Context: an optimization exercise on an open-source flow, tuned for small area, a short achievable clock period and few clock cycles. The choices shown serve that exercise and are no tape-out recipe. In this exercise RTL edits were held to simulation tests only and were not proved equivalent to the original. Power figures rest on the tool's default switching activity, not on a simulated workload.

==> inputs of zinc <==
==> flow/design.v <==
module megacode_core (
    input  wire        clk,
    input  wire        rst,         
    input  wire [31:0] cmd_data,
    input  wire        cmd_valid,
    output wire        cmd_ready,
    output reg  [63:0] rec_data,
    output reg         rec_valid,
    input  wire        rec_ready
);
    localparam IW = 20;
    localparam [IW-1:0] IDX_MAX = {IW{1'b1}};
    localparam [2:0] S_IDLE  = 3'd0,
                     S_E1    = 3'd1,    
                     S_E2    = 3'd2,    
                     S_CALC  = 3'd3,    
                     S_GROUP = 3'd4,    
                     S_BDREC = 3'd5,    
                     S_DIAG  = 3'd6,    
                     S_DONE  = 3'd7;    
    localparam [1:0] CTX_RUN = 2'd0, CTX_E1 = 2'd1, CTX_E2 = 2'd2;
    reg [31:0] cw;
    reg        cv;
    reg        crdy;
    reg        d_sample, d_gt, d_lt;    
    reg        rst_r, rcmd_r;           
    assign cmd_ready = crdy;
    reg [14:0] t11, t15;
    reg [16:0] t45, t75;
    reg [17:0] t105, tgc;
    reg [2:0]  ck;
    reg [4:0]  cs;
    reg [13:0] cr;            
    reg [17:0] cq;            
    reg        crb;           
    reg [IW-1:0] idx;
    reg          above;
    reg          bv, ev;
    reg [IW-1:0] b;
    reg [IW-1:0] prev;
    reg [18:0]   tg_cnt;
    reg [22:0]   vbits;       
    reg          failed;
    reg          add_pend;
    reg [18:0]   fall_cnt;    
    reg [18:0]   pulse_cnt, group_cnt;
    reg [14:0]   cand_cnt, value_cnt;
    reg [1:0]    fault;       
    reg [2:0]    state;
    reg [1:0]    ctx;
    reg [2:0]    diag_id;
    reg          tol;         
    reg          f_brk, f15, f45, f75, f105;
    wire c_reset   = (cw == 32'h1000_0000);
    wire c_setrate = (cw[31:24] == 8'h20) && (cw[23:0] != 24'd0);
    wire c_sample  = d_sample;
    wire c_end     = (cw == 32'h4000_0000);
    wire s_gt = d_gt;
    wire s_lt = d_lt;
    wire run_ok   = (fault == 2'd0);
    reg  idx_max;                       
    wire plain    = c_sample && run_ok && !idx_max;
    wire idle     = (state == S_IDLE);
    wire rec_st   = state[2];
    wire proc     = cv && ((plain && (idle || state == S_GROUP || state == S_BDREC)) ||
                           (idle && !rec_valid));
    wire do_samp  = proc && plain;
    wire rise     = do_samp && !above && s_gt;
    wire fall     = do_samp && above && s_lt;
    wire other    = proc && !plain;     
    wire ld       = rec_st && !rec_valid && !rst_r;    
    wire reset_all = rst_r || rcmd_r;
    wire [IW-1:0] g   = b - prev;
    wire [IW-1:0] pxd = idx - b;
    wire [15:0]   tmd = {1'b0, t11} - pxd[15:0];
    wire pxd_le = (pxd[19:15] == 5'd0) && !tmd[15];                   
    wire pxd_lt = pxd_le && (tmd != 16'd0);                            
    wire pbit    = vbits[0];
    wire bd_bit  = pbit ? f45 : f75;
    wire bd_fail = pbit ? (!f15 || f75) : (!f45 || f105);
    wire emit_run = rise && bv && !tol;
    wire emit_e1  = (state == S_E1) && bv && ev;
    wire emit_p   = emit_run || emit_e1;
    wire tg_nz    = (tg_cnt != 19'd0);
    wire tg_close = emit_p && tg_nz && f_brk;
    wire tg_add   = emit_p && !tg_close;
    wire cand24   = (tg_cnt == 19'd24);
    wire gdone    = ld && ((state == S_GROUP && !cand24) || state == S_BDREC);
    reg [19:0] diag_count;
    always @(*) begin
        case (diag_id)
            3'd0:    diag_count = {fall_cnt, above};
            3'd1:    diag_count = {1'b0, pulse_cnt};
            3'd2:    diag_count = {1'b0, group_cnt};
            3'd3:    diag_count = {5'd0, cand_cnt};
            default: diag_count = {5'd0, value_cnt};
        endcase
    end
    function [2:0] after(input [1:0] c);
        case (c)
            CTX_RUN: after = S_IDLE;
            CTX_E1:  after = S_E2;
            default: after = S_DIAG;
        endcase
    endfunction
    reg [6:0] kval;
    always @(*) begin
        case (ck)
            3'd0:    kval = 7'd11;
            3'd1:    kval = 7'd108;
            3'd2:    kval = 7'd15;
            3'd3:    kval = 7'd45;
            3'd4:    kval = 7'd75;
            default: kval = 7'd105;
        endcase
    end
    reg         clast;    
    reg         ctgl;     
    wire [15:0] cadd  = ctgl ? (crb ? 16'd10107 : 16'd9999)
                             : (crb ? {9'd0, kval} : 16'd0);
    wire [15:0] cu    = {1'b0, cr, 1'b0} + cadd;
    wire [15:0] cu_1  = {1'b0, cr, 1'b0} + (cadd - 16'd10000);
    wire [15:0] cu_2  = {1'b0, cr, 1'b0} + (cadd - 16'd20000);
    wire [15:0] cu_3  = {1'b0, cr, 1'b0} + (cadd - 16'd30000);
    wire        cu1   = !cu_1[15];
    wire        cu2   = !cu_2[15];
    wire        cu3   = !cu_3[15];
    wire [15:0] cr2   = cu2 ? cu_2 : (cu1 ? cu_1 : cu);
    wire [17:0] cqi   = cq + 1'b1;
    wire [17:0] cqn   = {(cu2 ? cqi[16:0] : cq[16:0]), (cu1 && !cu2) || cu3};
    reg [2:0] nstate;
    wire      ld_direct;              
    wire      rv_next = ld || ld_direct || (rec_valid && !rec_ready);
    wire      maybe_sample = !cmd_data[31] && !cmd_data[30] && cmd_data[29] && cmd_data[28];
    always @(posedge clk) begin
        if (crdy) begin
            cw       <= cmd_data;
            d_sample <= (cmd_data[31:16] == 16'h3000);
            d_gt     <= !cmd_data[15] && cmd_data[14] && (cmd_data[13:0] != 14'd0);
            d_lt     <= cmd_data[15] || !cmd_data[14];
        end
        if (rst) cv <= 1'b0;
        else if (crdy) cv <= cmd_valid;
        else if (proc) cv <= 1'b0;
    end
    always @(posedge clk) begin
        rst_r  <= rst;
        rcmd_r <= !rst && other && c_reset;
    end
    always @(posedge clk) begin
        if (rst) crdy <= 1'b1;
        else crdy <= (nstate == S_IDLE) && !rv_next
                     && !(crdy && cmd_valid && !maybe_sample)
                     && !(cv && !proc);
    end
    always @(posedge clk) begin
        tol   <= (rise && !bv) || emit_run ? (t11 != 15'd0) :
                 (do_samp ? pxd_lt : pxd_le);
        f_brk <= (g >= {2'd0, tgc});
        f15   <= (g > {5'd0, t15});
        f45   <= (g > {3'd0, t45});
        f75   <= (g > {3'd0, t75});
        f105  <= (g > {2'd0, t105});
    end
    always @(*) begin
        nstate = state;
        case (state)
            S_IDLE: begin
                if (other && run_ok && !c_reset) begin
                    if (c_setrate && idx == {IW{1'b0}}) nstate = S_CALC;
                    else if (c_end) nstate = S_E1;
                end else if (emit_run && tg_close) begin
                    nstate = S_GROUP;
                end
            end
            S_E1:    nstate = tg_close ? S_GROUP : S_E2;
            S_E2:    nstate = tg_nz ? S_GROUP : S_DIAG;
            S_CALC:  if (ck == 3'd5 && clast) nstate = S_IDLE;
            S_GROUP: if (ld) nstate = cand24 ? S_BDREC : after(ctx);
            S_BDREC: if (ld) nstate = after(ctx);
            S_DIAG:  if (ld && diag_id == 3'd4) nstate = S_DONE;
            default: if (ld) nstate = S_IDLE;    
        endcase
    end
    wire f_ovf  = other && run_ok && c_sample;                      
    wire f_ill  = other && run_ok && !c_sample && !c_reset && !c_end &&
                  !(c_setrate && idx == {IW{1'b0}});
    wire f_done = other && !run_ok && c_end;
    assign ld_direct = f_ovf || f_ill || f_done;
    always @(posedge clk) begin
        if (rst || rst_r) rec_valid <= 1'b0;
        else              rec_valid <= rv_next;
    end
    always @(posedge clk) begin
        if (f_ovf)
            rec_data <= {4'hF, 4'd2, 24'd0, 12'd0, IDX_MAX};
        else if (f_ill)
            rec_data <= {4'hF, 4'd3, 24'd0, cw};
        else if (f_done)
            rec_data <= {4'h5, 57'd0, fault, 1'b0};
        else if (ld) begin
            case (state)
                S_GROUP: rec_data <= {4'h3, 28'd0, 13'd0, tg_cnt};
                S_BDREC: rec_data <= failed ? {4'h2, 23'd0, vbits[4:0], 17'd0, cand_cnt}
                                            : {4'h1, 13'd0, vbits, 1'b1, vbits};
                S_DIAG:  rec_data <= {4'h4, 1'b0, diag_id, 24'd0, 12'd0, diag_count};
                default: rec_data <= {4'h5, 60'd0};
            endcase
        end
    end
    always @(posedge clk) begin
        crb <= cw[5'd23 - (state == S_CALC ? (clast ? 5'd0 : cs + 1'b1) : 5'd0)];
        if (reset_all) begin
            t11   <= 15'd26;
            t15   <= 15'd36;
            t45   <= 17'd108;
            t75   <= 17'd180;
            t105  <= 18'd252;
            tgc   <= 18'd260;
        end else if (state == S_IDLE && nstate == S_CALC) begin
            ck <= 3'd0;
            cs <= 5'd0;
            clast <= 1'b0;
            ctgl  <= 1'b0;
            cr <= 14'd0;
            cq <= 18'd0;
        end else if (state == S_CALC) begin
            if (clast) begin
                case (ck)
                    3'd0:    t11  <= cqn[14:0];
                    3'd1:    tgc  <= cqn;
                    3'd2:    t15  <= cqn[14:0];
                    3'd3:    t45  <= cqn[16:0];
                    3'd4:    t75  <= cqn[16:0];
                    default: t105 <= cqn;
                endcase
                cs <= 5'd0;
                ck <= ck + 1'b1;
                cr <= 14'd0;
                cq <= 18'd0;
                clast <= 1'b0;
                ctgl  <= 1'b0;
            end else begin
                cs <= cs + 1'b1;
                clast <= (cs == 5'd22);
                ctgl  <= (cs == 5'd22) && (ck == 3'd1);
                cr <= cr2[13:0];
                cq <= cqn;
            end
        end
    end
    always @(posedge clk) begin
        if (reset_all) begin
            idx_max   <= 1'b0;
            idx       <= {IW{1'b0}};
            above     <= 1'b0;
            bv        <= 1'b0;
            ev        <= 1'b0;
            tg_cnt    <= 19'd0;
            add_pend  <= 1'b0;
            fall_cnt  <= 19'd0;
            pulse_cnt <= 19'd0;
            group_cnt <= 19'd0;
            cand_cnt  <= 15'd0;
            value_cnt <= 15'd0;
            fault     <= 2'd0;
            state     <= S_IDLE;
            ctx       <= CTX_RUN;
            diag_id   <= 3'd0;
        end else begin
            state <= nstate;
            if (f_ovf) fault[0] <= 1'b1;
            if (f_ill) fault[1] <= 1'b1;
            if (do_samp) begin
                idx     <= idx + 1'b1;
                idx_max <= (idx == IDX_MAX - 1'b1);
            end
            if (rise) above <= 1'b1;
            if (fall) begin
                above    <= 1'b0;
                fall_cnt <= fall_cnt + 1'b1;
            end
            if (rise) begin
                if (!bv) begin
                    bv <= 1'b1;
                    b  <= idx;
                end else if (!tol) begin
                    b  <= idx;
                    ev <= 1'b0;
                end
            end
            if (fall && bv) begin
                if (tol) ev <= 1'b1;
                else begin bv <= 1'b0; ev <= 1'b0; end
            end
            if (emit_p) begin
                pulse_cnt <= pulse_cnt + 1'b1;
                prev      <= b;
            end
            if (tg_add) begin
                tg_cnt <= tg_cnt + 1'b1;
                if (!tg_nz) begin
                    vbits  <= 23'd1;
                    failed <= 1'b0;
                end else if (!failed && tg_cnt < 19'd24) begin
                    if (bd_fail) begin
                        failed     <= 1'b1;
                        vbits[4:0] <= tg_cnt[4:0];
                    end else begin
                        vbits <= {vbits[21:0], bd_bit};
                    end
                end
            end
            if (tg_close) begin
                add_pend <= 1'b1;
                ctx      <= emit_run ? CTX_RUN : CTX_E1;
            end
            if (state == S_E2 && tg_nz) begin
                add_pend <= 1'b0;
                ctx      <= CTX_E2;
            end
            if (ld && state == S_GROUP) group_cnt <= group_cnt + 1'b1;
            if (ld && state == S_BDREC) begin
                cand_cnt <= cand_cnt + 1'b1;
                if (!failed) value_cnt <= value_cnt + 1'b1;
            end
            if (gdone) begin
                if (add_pend) begin
                    tg_cnt <= 19'd1;
                    vbits  <= 23'd1;
                    failed <= 1'b0;
                end else begin
                    tg_cnt <= 19'd0;
                end
                add_pend <= 1'b0;
            end
            if (ld && state == S_DIAG) diag_id <= diag_id + 1'b1;
            if (ld && state == S_DONE) begin
                idx       <= {IW{1'b0}};
                idx_max   <= 1'b0;
                above     <= 1'b0;
                bv        <= 1'b0;
                ev        <= 1'b0;
                tg_cnt    <= 19'd0;
                fall_cnt  <= 19'd0;
                pulse_cnt <= 19'd0;
                group_cnt <= 19'd0;
                cand_cnt  <= 15'd0;
                value_cnt <= 15'd0;
                diag_id   <= 3'd0;
            end
        end
    end
endmodule
==> flow/run.sh <==
#!/bin/bash
# synth_recipe.tcl (not shown) runs the flow's synth.tcl, then flattens the netlist and writes it again
# the make line also repeats each setting of config.mk as NAME=value (left out here)
make -C /OpenROAD-flow-scripts/flow DESIGN_CONFIG=/design/flow/config.mk WORK_HOME=/design/flow/orfs CLKGATE_MAP_FILE= SYNTH_SCRIPT=/design/flow/synth_recipe.tcl finish
==> flow/config.mk <==
export PLATFORM = sky130hd
export DESIGN_NAME = megacode_core
export DESIGN_NICKNAME = megacode_core
export VERILOG_FILES = /design/flow/design.v
export SDC_FILE = /design/flow/constraint.sdc
export NUM_CORES = 4
export LEC_CHECK = 0
export CAP_MARGIN = 20
export CORE_MARGIN = 2
export CORE_UTILIZATION = 40
export PLACE_DENSITY = 0.6
export SLEW_MARGIN = 20
==> flow/constraint.sdc <==
create_clock -name core_clock -period 17.0 [get_ports {clk}]
set_input_delay 3.4000 -clock core_clock [delete_from_list [all_inputs] [get_ports {clk}]]
set_output_delay 3.4000 -clock core_clock [all_outputs]
set_load 0.01 [all_outputs]
==> willow (differences from zinc) <==
==> flow/design.v, changed modules only <==
module megacode_core (
    input  wire        clk,
    input  wire        rst,         
    input  wire [31:0] cmd_data,
    input  wire        cmd_valid,
    output wire        cmd_ready,
    output reg  [63:0] rec_data,
    output reg         rec_valid,
    input  wire        rec_ready
);
    localparam IW = 20;
    localparam [IW-1:0] IDX_MAX = {IW{1'b1}};
    localparam [2:0] S_IDLE  = 3'd0,
                     S_E1    = 3'd1,    
                     S_E2    = 3'd2,    
                     S_CALC  = 3'd3,    
                     S_GROUP = 3'd4,    
                     S_BDREC = 3'd5,    
                     S_DIAG  = 3'd6,    
                     S_DONE  = 3'd7;    
    localparam [1:0] CTX_RUN = 2'd0, CTX_E1 = 2'd1, CTX_E2 = 2'd2;
    reg [31:0] cw;
    reg        cv;
    reg        crdy;
    reg        d_sample, d_nz;          
    reg        rst_r, rcmd_r;           
    assign cmd_ready = crdy;
    reg [14:0] t11, t15;
    reg [16:0] t45, t75;
    reg [17:0] t105, t108;    
    reg        tex;           
    reg [2:0]  ck;
    reg [4:0]  cs;
    reg        cfirst;        
    reg        dflt;          
    localparam [23:0] RATE_DEFAULT = 24'd24000;
    reg        crb;           
    reg [IW-1:0] idx;
    reg          above;
    reg          bv, ev;
    reg [IW-1:0] sb;          
    reg [IW-1:0] sp;          
    reg [IW-1:0] gl;          
    reg [18:0]   tg_cnt;
    reg [22:0]   vbits;       
    reg          failed;
    reg          add_pend;
    reg [18:0]   fall_cnt;    
    reg [18:0]   pulse_cnt, group_cnt;
    reg [14:0]   cand_cnt, value_cnt;
    reg [1:0]    fault;       
    reg [2:0]    state;
    reg [1:0]    ctx;
    reg [2:0]    diag_id;
    reg          tol;         
    reg          f_brk, f15, f45, f75, f105;
    wire c_reset   = (cw == 32'h1000_0000);
    wire c_setrate = (cw[31:24] == 8'h20) && (cw[23:0] != 24'd0);
    wire c_sample  = d_sample;
    wire c_end     = (cw == 32'h4000_0000);
    wire s_gt = !cw[15] && cw[14] && d_nz;      
    wire s_lt = cw[15] || !cw[14];              
    wire run_ok   = (fault == 2'd0);
    reg  idx_max;                       
    wire plain    = c_sample && run_ok && !idx_max;
    wire idle     = (state == S_IDLE);
    wire rec_st   = state[2];
    wire proc     = cv && ((plain && (idle || state == S_GROUP || state == S_BDREC)) ||
                           (idle && !rec_valid));
    wire do_samp  = proc && plain;
    wire rise     = do_samp && !above && s_gt;
    wire fall     = do_samp && above && s_lt;
    wire other    = proc && !plain;     
    wire ld       = rec_st && !rec_valid && !rst_r;    
    wire reset_all = rst_r || rcmd_r;
    wire [IW-1:0] g   = gl;
    wire [15:0]   tmd = {1'b0, t11} - sb[15:0];
    wire pxd_le = (sb[19:15] == 5'd0) && !tmd[15];                    
    wire pxd_lt = pxd_le && (tmd != 16'd0);                            
    wire pbit    = vbits[0];
    wire bd_bit  = pbit ? f45 : f75;
    wire bd_fail = pbit ? (!f15 || f75) : (!f45 || f105);
    wire emit_run = rise && bv && !tol;
    wire emit_e1  = (state == S_E1) && bv && ev;
    wire emit_p   = emit_run || emit_e1;
    wire tg_nz    = (tg_cnt != 19'd0);
    wire tg_close = emit_p && tg_nz && f_brk;
    wire tg_add   = emit_p && !tg_close;
    wire cand24   = (tg_cnt == 19'd24);
    wire gdone    = ld && ((state == S_GROUP && !cand24) || state == S_BDREC);
    reg [19:0] diag_count;
    always @(*) begin
        case (diag_id)
            3'd0:    diag_count = {fall_cnt, above};
            3'd1:    diag_count = {1'b0, pulse_cnt};
            3'd2:    diag_count = {1'b0, group_cnt};
            3'd3:    diag_count = {5'd0, cand_cnt};
            default: diag_count = {5'd0, value_cnt};
        endcase
    end
    function [2:0] after(input [1:0] c);
        case (c)
            CTX_RUN: after = S_IDLE;
            CTX_E1:  after = S_E2;
            default: after = S_DIAG;
        endcase
    endfunction
    reg [6:0] kval;
    always @(*) begin
        case (ck)
            3'd0:    kval = 7'd108;
            3'd1:    kval = 7'd15;
            3'd2:    kval = 7'd45;
            3'd3:    kval = 7'd75;
            default: kval = 7'd105;
        endcase
    end
    reg         clast;    
    wire [13:0] cr = cfirst ? 14'd0 : sp[13:0];    
    wire [17:0] cq = gl[17:0];                     
    wire [6:0]  kq = sb[6:0];                      
    wire [6:0]  cadd  = crb ? kq : 7'd0;
    wire [15:0] cu    = {1'b0, cr, 1'b0} + cadd;
    wire [15:0] cu_1  = {1'b0, cr, 1'b0} + cadd - 16'd10000;
    wire [15:0] cu_2  = {1'b0, cr, 1'b0} + cadd - 16'd20000;
    wire        cu1   = !cu_1[15];
    wire        cu2   = !cu_2[15];
    wire [15:0] cr2   = cu2 ? cu_2 : (cu1 ? cu_1 : cu);
    wire [17:0] cqi   = cq + 1'b1;
    wire [17:0] cqn   = {(cu2 ? cqi[16:0] : cq[16:0]), cu1 && !cu2};
    reg [2:0] nstate;
    wire      ld_direct;              
    wire      rv_next = ld || ld_direct || (rec_valid && !rec_ready);
    wire      maybe_sample = cmd_data[29] && cmd_data[28];
    always @(posedge clk) begin
        if (crdy) begin
            cw       <= cmd_data;
            d_sample <= (cmd_data[31:16] == 16'h3000);
            d_nz     <= (cmd_data[13:0] != 14'd0);
        end
        if (rst) cv <= 1'b0;
        else if (crdy) cv <= cmd_valid;
        else if (proc) cv <= 1'b0;
    end
    always @(posedge clk) begin
        rst_r  <= rst;
        rcmd_r <= !rst && other && c_reset;
    end
    always @(posedge clk) begin
        if (rst) crdy <= 1'b1;
        else crdy <= (nstate == S_IDLE) && !rv_next && !reset_all
                     && !(crdy && cmd_valid && !maybe_sample)
                     && !(cv && !proc);
    end
    always @(posedge clk) begin
        tol   <= (rise && !bv) || emit_run ? (t11 != 15'd0) :
                 (do_samp ? pxd_lt : pxd_le);
        f_brk <= (g > {2'd0, t108}) || (tex && g == {2'd0, t108});
        f15   <= (g > {5'd0, t15});
        f45   <= (g > {3'd0, t45});
        f75   <= (g > {3'd0, t75});
        f105  <= (g > {2'd0, t105});
    end
    always @(*) begin
        nstate = state;
        case (state)
            S_IDLE: begin
                if (other && run_ok && !c_reset) begin
                    if (c_setrate && idx == {IW{1'b0}}) nstate = S_CALC;
                    else if (c_end) nstate = S_E1;
                end else if (emit_run && tg_close) begin
                    nstate = S_GROUP;
                end
            end
            S_E1:    nstate = tg_close ? S_GROUP : S_E2;
            S_E2:    nstate = tg_nz ? S_GROUP : S_DIAG;
            S_CALC:  if (ck == 3'd5 && clast) nstate = S_IDLE;
            S_GROUP: if (ld) nstate = cand24 ? S_BDREC : after(ctx);
            S_BDREC: if (ld) nstate = after(ctx);
            S_DIAG:  if (ld && diag_id == 3'd4) nstate = S_DONE;
            default: if (ld) nstate = S_IDLE;    
        endcase
    end
    wire f_ovf  = other && run_ok && c_sample;                      
    wire f_ill  = other && run_ok && !c_sample && !c_reset && !c_end &&
                  !(c_setrate && idx == {IW{1'b0}});
    wire f_done = other && !run_ok && c_end;
    assign ld_direct = f_ovf || f_ill || f_done;
    always @(posedge clk) begin
        if (rst || rst_r) rec_valid <= 1'b0;
        else              rec_valid <= rv_next;
    end
    always @(posedge clk) begin
        if (f_ovf)
            rec_data <= {4'hF, 4'd2, 24'd0, 12'd0, IDX_MAX};
        else if (f_ill)
            rec_data <= {4'hF, 4'd3, 24'd0, cw};
        else if (f_done)
            rec_data <= {4'h5, 57'd0, fault, 1'b0};
        else if (ld) begin
            case (state)
                S_GROUP: rec_data <= {4'h3, 28'd0, 13'd0, tg_cnt};
                S_BDREC: rec_data <= failed ? {4'h2, 23'd0, vbits[4:0], 17'd0, cand_cnt}
                                            : {4'h1, 13'd0, vbits, 1'b1, vbits};
                S_DIAG:  rec_data <= {4'h4, 1'b0, diag_id, 24'd0, 12'd0, diag_count};
                default: rec_data <= {4'h5, 60'd0};
            endcase
        end
    end
    wire [23:0] rsrc = (dflt && state == S_CALC) ? RATE_DEFAULT : cw[23:0];
    always @(posedge clk) begin
        if (reset_all)
            crb <= RATE_DEFAULT[23];
        else
            crb <= rsrc[5'd23 - (state == S_CALC ? (clast ? 5'd0 : cs + 1'b1) : 5'd0)];
        if (reset_all || (state == S_IDLE && nstate == S_CALC)) begin
            dflt <= reset_all;
            ck <= 3'd0;
            cs <= 5'd0;
            clast <= 1'b0;
            cfirst <= 1'b1;
        end else if (state == S_CALC) begin
            cfirst <= clast;
            if (cfirst && ck == 3'd2) tex <= (sp[13:0] == 14'd0);
            if (clast) begin
                case (ck)
                    3'd0:    t11  <= cqn[14:0];
                    3'd1:    t108 <= cqn;
                    3'd2:    t15  <= cqn[14:0];
                    3'd3:    t45  <= cqn[16:0];
                    3'd4:    t75  <= cqn[16:0];
                    default: t105 <= cqn;
                endcase
                cs <= 5'd0;
                ck <= ck + 1'b1;
                clast <= 1'b0;
            end else begin
                cs <= cs + 1'b1;
                clast <= (cs == 5'd22);
            end
        end
    end
    always @(posedge clk) begin
        if (reset_all) begin
            idx_max   <= 1'b0;
            idx       <= {IW{1'b0}};
            above     <= 1'b0;
            bv        <= 1'b0;
            ev        <= 1'b0;
            tg_cnt    <= 19'd0;
            add_pend  <= 1'b0;
            fall_cnt  <= 19'd0;
            pulse_cnt <= 19'd0;
            group_cnt <= 19'd0;
            cand_cnt  <= 15'd0;
            value_cnt <= 15'd0;
            fault     <= 2'd0;
            state     <= S_CALC;
            gl        <= {IW{1'b0}};
            sb[6:0]   <= 7'd11;
            ctx       <= CTX_RUN;
            diag_id   <= 3'd0;
        end else begin
            state <= nstate;
            if (f_ovf) fault[0] <= 1'b1;
            if (f_ill) fault[1] <= 1'b1;
            if (do_samp) begin
                idx     <= idx + 1'b1;
                idx_max <= (idx == IDX_MAX - 1'b1);
            end
            if (state == S_IDLE && nstate == S_CALC) begin
                gl       <= {IW{1'b0}};
                sb[6:0]  <= 7'd11;
            end else if (state == S_CALC) begin
                sp[13:0] <= cr2[13:0];
                if (clast) begin
                    gl      <= {IW{1'b0}};
                    sb[6:0] <= kval;
                end else begin
                    gl[17:0] <= cqn;
                end
            end
            if (rise) above <= 1'b1;
            if (fall) begin
                above    <= 1'b0;
                fall_cnt <= fall_cnt + 1'b1;
            end
            if (do_samp) begin
                sb <= sb + 1'b1;
                sp <= sp + 1'b1;
            end
            if (rise) begin
                if (!bv) begin
                    bv <= 1'b1;
                    sb <= {{(IW-1){1'b0}}, 1'b1};
                    gl <= sp;
                end else if (!tol) begin
                    sb <= {{(IW-1){1'b0}}, 1'b1};
                    gl <= sb;
                    ev <= 1'b0;
                end
            end
            if (fall && bv) begin
                if (tol) ev <= 1'b1;
                else begin bv <= 1'b0; ev <= 1'b0; end
            end
            if (emit_p) pulse_cnt <= pulse_cnt + 1'b1;
            if (emit_run) sp <= sb + 1'b1;
            if (tg_add) begin
                tg_cnt <= tg_cnt + 1'b1;
                if (!tg_nz) begin
                    vbits  <= 23'd1;
                    failed <= 1'b0;
                end else if (!failed && tg_cnt < 19'd24) begin
                    if (bd_fail) begin
                        failed     <= 1'b1;
                        vbits[4:0] <= tg_cnt[4:0];
                    end else begin
                        vbits <= {vbits[21:0], bd_bit};
                    end
                end
            end
            if (tg_close) begin
                add_pend <= 1'b1;
                ctx      <= emit_run ? CTX_RUN : CTX_E1;
            end
            if (state == S_E2 && tg_nz) begin
                add_pend <= 1'b0;
                ctx      <= CTX_E2;
            end
            if (ld && state == S_GROUP) group_cnt <= group_cnt + 1'b1;
            if (ld && state == S_BDREC) begin
                cand_cnt <= cand_cnt + 1'b1;
                if (!failed) value_cnt <= value_cnt + 1'b1;
            end
            if (gdone) begin
                if (add_pend) begin
                    tg_cnt <= 19'd1;
                    vbits  <= 23'd1;
                    failed <= 1'b0;
                end else begin
                    tg_cnt <= 19'd0;
                end
                add_pend <= 1'b0;
            end
            if (ld && state == S_DIAG) diag_id <= diag_id + 1'b1;
            if (ld && state == S_DONE) begin
                idx       <= {IW{1'b0}};
                idx_max   <= 1'b0;
                above     <= 1'b0;
                bv        <= 1'b0;
                ev        <= 1'b0;
                tg_cnt    <= 19'd0;
                fall_cnt  <= 19'd0;
                pulse_cnt <= 19'd0;
                group_cnt <= 19'd0;
                cand_cnt  <= 15'd0;
                value_cnt <= 15'd0;
                diag_id   <= 3'd0;
            end
        end
    end
endmodule
==> flow/flow/run.sh (new file) <==
#!/bin/bash
# Standard ORFS layout, with repair_timing aiming well below the 17 ns clock
# (the setup margin) and plain buf_2 cells as the port buffers.
set -euo pipefail
bash standard.sh SETUP_SLACK_MARGIN=12.5 "BUFFER_PORTS_ARGS=-buffer_cell sky130_fd_sc_hd__buf_2" finish > flow_make.log 2>&1
==> flow/standard.sh (new file) <==
#!/bin/bash
# synth_recipe.tcl (not shown) runs the flow's synth.tcl, then flattens the netlist and writes it again
# the make line also repeats each setting of config.mk as NAME=value (left out here)
make -C /OpenROAD-flow-scripts/flow DESIGN_CONFIG=/design/flow/config.mk WORK_HOME=/design/flow/orfs CLKGATE_MAP_FILE= SYNTH_SCRIPT=/design/flow/synth_recipe.tcl "${@:-finish}"
removed: flow/run.sh
==> comparison <==
Between zinc and willow, the lower clock-buffer cell count is in willow (gap 7).
zinc produced a clean layout. willow went through all stages and came out clean.
Against zinc, the flip-flop and latch count of willow is lower by 10.
Against willow, the register-to-register slack of zinc is worse by 1.3 ns.
Between zinc and willow, the lower maximum frequency is in zinc (gap 18%, measured against willow).
Between zinc and willow, the lower utilization is in zinc (gap 0.49 points).
In clock power, willow and zinc hardly differ.
In zinc the via count is larger than in willow, by 8.6%.
Routed wire length: zinc is larger than willow (2.6%).
Against zinc, the total power of willow is larger by about 22%.
Testbench counts of zinc, summed over its fixed seeds: cycles 1,079,577.
Testbench counts of willow, summed over its fixed seeds: cycles 1,080,729.

## separate check: timing with driven ports
The results above use ideal ports. As a check the final layouts listed here were re-extracted and re-timed, cells and wires unchanged. Step 1: set_driving_cell puts a clkbuf_16 on clk and a buf_2 on each other input, an assumption about the parent block. Step 2 times the ports against the registers' clock, not the clock port: input delays grow and output delays shrink by t, the midpoint of the rising clock arrivals with the driver on. Three values: ideal ports, drivers, drivers and shift; two values: the first two.
| run | shift t [ns] | setup slack, ns | hold slack, ns | worst register clock-pin slew, ns | cell pins on the clock port's net |
|---|---|---|---|---|---|
| zinc | 0.665 | 11.440 / 11.440 / 11.440 | 0.448 / 0.448 / 0.448 | 0.07 / 0.07 | 1 |
| willow | 0.658 | 12.416 / 12.352 / 12.177 | 0.440 / 0.440 / 0.440 | 0.07 / 0.07 | 1 |
After both steps setup and hold are still met in every run listed. The setup slack of willow, which loses most, moves by -0.064 ns with the drivers and by -0.239 ns with both steps.
